Background: an optimization exercise with open tools, aiming at small area, a short achievable clock period and few clock cycles. Do not read the settings as production practice.
The RTL was checked by simulation tests, not by an equivalence proof against the original design.
Power is estimated from default activity; no workload was simulated.

## pae_engine
module pae_engine (
    input  wire        clk,
    input  wire        rst,
    input  wire        cmd_valid,
    output wire        cmd_ready,
    input  wire [63:0] cmd_data,
    input  wire [31:0] time_us,
    output reg         resp_valid,
    output reg  [31:0] resp_data,
    output wire [3:0]  pin
);
Size in the first run: roughly 1300 flip-flops, roughly 140 I/O pins, roughly 130000 um2 of cells after synthesis.
make LEC_CHECK=0 ABC_AREA=1 CAP_MARGIN=20 CORE_MARGIN=2 CORE_UTILIZATION=45 PLACE_DENSITY=0.6 SETUP_SLACK_MARGIN=4.5 SLEW_MARGIN=20 finish   # period 12.0 ns
run.sh (not shown) runs the stock make flow with config.mk's settings and CLKGATE_MAP_FILE= SYNTH_SCRIPT=/design/flow/synth_recipe.tcl, a recipe that flattens the netlist after the stock synthesis.
The starting point went through all stages and came out clean.
Testbench counts at the start, summed over its fixed seeds: cycles 41,048.
Rerun with:
--- a/flow/design.v
+++ b/flow/design.v
@@ -237,19 +237,19 @@
     wire [NB-1:0] bs_n;
     wire [15:0] rd_n;  wire [S-1:0] qd_b;
     wire [23:0] rm_n;  wire [S-1:0] qm_lo, qm_hi;
     wire [13:0] rw_n, rw_h;  wire [SR-1:0] qw_lo, qw_hi;
     wire [13:0] rs_n, rs_h;  wire [SR-1:0] qs_lo, qs_hi;
     reg  [SR-1:0] wq;         
     wire [S-1:0]  bstream = qp;
     reg  [27:0] ma1, ma3, mn1, mn3, mn5;
     reg  [17:0] wa1, wa3, sa1, sa3;
-    reg         first;
+    reg         first;       
     reg         pwb;         
     pae_divstep #(.S(S)) u_d (
         .r(rd), .bits(bs[NB-1 -: S]), .d(fval), .r_n(rd_n), .q(qd_b));
     pae_mm4 #(.R(S/2), .W(24)) u_m (
         .r(rm), .b(bstream), .a1(ma1), .a3(ma3), .n1(mn1), .n3(mn3), .n5(mn5),
         .r_n(rm_n), .r_h(), .q_lo(qm_lo), .q_hi(qm_hi));
     pae_mm4 #(.R(SR/2), .W(14), .H(S/2)) u_w (
         .r(rw), .b(wq), .a1(wa1), .a3(wa3), .n1(-18'sd10000), .n3(-18'sd30000), .n5(-18'sd50000),
         .r_n(rw_n), .r_h(rw_h), .q_lo(qw_lo), .q_hi(qw_hi));
@@ -524,19 +524,20 @@
                     qs_a <= {qs_a[23-S:0], qs_lo[SR-1 -: S]};
                     qs_b <= {qs_b[10:0], qs_hi[3]};
                 end
                 cnt <= cnt - 5'd1;
                 if (cnt == 5'd1) begin
                     if (mode == M_ABS) begin
                         pos[3] <= rm_n;
                         abs_ok <= 1'b1;
                         state  <= S_IDLE;
-                    end else if (loop == L_ONE || (loop == L_SCHED && !sch_more)) begin
+                    end else if (loop == L_ONE || (loop == L_SCHED && !sch_more) ||
+                                 (loop == L_GFREQ && ch == 2'd3)) begin
                         if (mode == M_FREQ) begin
                             freq[ch]   <= fval;
                             period[ch] <= qd;
                             pos[ch]    <= qm_n;
                         end
                         fresh[ch] <= 1'b0;
                         pwb       <= 1'b1;
                         state     <= S_IDLE;
                     end else
Effect: The new run passed the timing, design-rule and antenna checks. Non-clock buffer count goes up by 111. Worst setup slack improved by 0.014 ns. Power hardly moves. Final cell count rose by 0.67%. Wire length came out higher by 4.4%. Via count increases by 1.7%. Die area grows by 0.51%. Synthesized cell count rose by 0.41%. Clock power went up by about 2%. Sequential power stays flat. Core utilization went up by 0.73 points. Register-to-register slack hardly moves.
Testbench counts after the change, summed over its fixed seeds: cycles 40,896.

--- another note on this design; it stands on its own ---

## pae_engine
module pae_engine (
    input  wire        clk,
    input  wire        rst,
    input  wire        cmd_valid,
    output wire        cmd_ready,
    input  wire [63:0] cmd_data,
    input  wire [31:0] time_us,
    output reg         resp_valid,
    output reg  [31:0] resp_data,
    output wire [3:0]  pin
);
    localparam NCH = 4;
    localparam S   = 2;                          
    localparam NB  = ((32 + S - 1) / S) * S;     
    localparam NG  = 24 / S;                     
    localparam NGB = NB / S;                     
    localparam SR  = 2 * S;                      
    localparam NGR = 24 / SR;
    localparam [3:0]  ABSMASK   = 4'b1000;
    localparam [15:0] INIT_FREQ = 16'd100;
    localparam [23:0] INIT_PER  = 24'd100000;
    localparam [23:0] TENM      = 24'd10000000;
    localparam [7:0] OP_BEGIN = 8'h01, OP_TICK  = 8'h02,
                     OP_SCHED = 8'h03, OP_SETF  = 8'h10, OP_SETD  = 8'h11,
                     OP_SETP  = 8'h12, OP_SETG  = 8'h13, OP_NXTF  = 8'h20,
                     OP_NXTD  = 8'h21, OP_NXTP  = 8'h22, OP_GET   = 8'h40;
    localparam [1:0] S_IDLE = 2'd0, S_RUN = 2'd1, S_WB = 2'd2, S_APREP = 2'd3;
    localparam [1:0] M_FREQ = 2'd0, M_REC = 2'd1, M_ABS = 2'd2;
  ...
For scale: ~18000 cells after synthesis, ~1300 flip-flops, roughly 140 I/O pins.
clock: 12.0 ns
lec_check: 0
abc_area: 1
cap_margin: 20
core_margin: 2
core_utilization: 45
cts_buf_list: sky130_fd_sc_hd__clkbuf_4 sky130_fd_sc_hd__clkbuf_8
place_density: 0.6
setup_slack_margin: 4.5
slew_margin: 20
run.sh (not shown) runs the stock make flow with config.mk's settings and CLKGATE_MAP_FILE= SYNTH_SCRIPT=/design/flow/synth_recipe.tcl, a recipe that flattens the netlist after the stock synthesis.
Testbench counts at the start, summed over its fixed seeds: cycles 40,896.
Rerun with:
CORE_UTILIZATION = 40   (was 45)
PLACE_DENSITY = 0.55   (was 0.6)
SETUP_SLACK_MARGIN = 4   (was 4.5)
Result: Wire length increases by 1.7%; design area shrinks by 2.3%; die area rose by 12%; worst setup slack degrades by 330 ps; core utilization falls by 6.9 points; power shrinks by 1.7%; sequential share of layout area grows by 0.55 points; via count went down by 1.6%; critical path depth decreases by 25; global-route usage is lower by 3.8 points; clock skew came out higher by 57 ps.

## static timing again, ports no longer ideal
Ports are ideal in the flow. The routed layouts listed here were re-timed in OpenROAD. Step 1, drivers: a clkbuf_16 drives clk and a buf_2 each remaining input, both assumed. Step 2, shift: input delay + t, output delay - t, t = (earliest + latest rising clock arrival at the registers) / 2. This alone moves slack from input paths to output paths. Slacks: ideal ports / drivers / drivers and shift; pairs: ideal ports / drivers.
run	shift t [ns]	setup slack, ns	worst register clock-pin slew, ns	cell pins on the clock port's net
the first run of note 1	0.989	4.151 / 4.151 / 3.582	0.07 / 0.07	1
the second run of note 1	1.002	4.166 / 4.166 / 3.573	0.07 / 0.07	1
the first run of note 2	1.131	4.338 / 4.338 / 3.498	0.07 / 0.07	1
the second run of note 2	1.153	4.012 / 3.921 / 2.768	0.08 / 0.08	1
After both steps setup and hold are still met in every run listed. For the second run of note 2, which loses most, drivers alone change the setup slack by -0.091 ns; drivers and shift together by -1.244 ns.
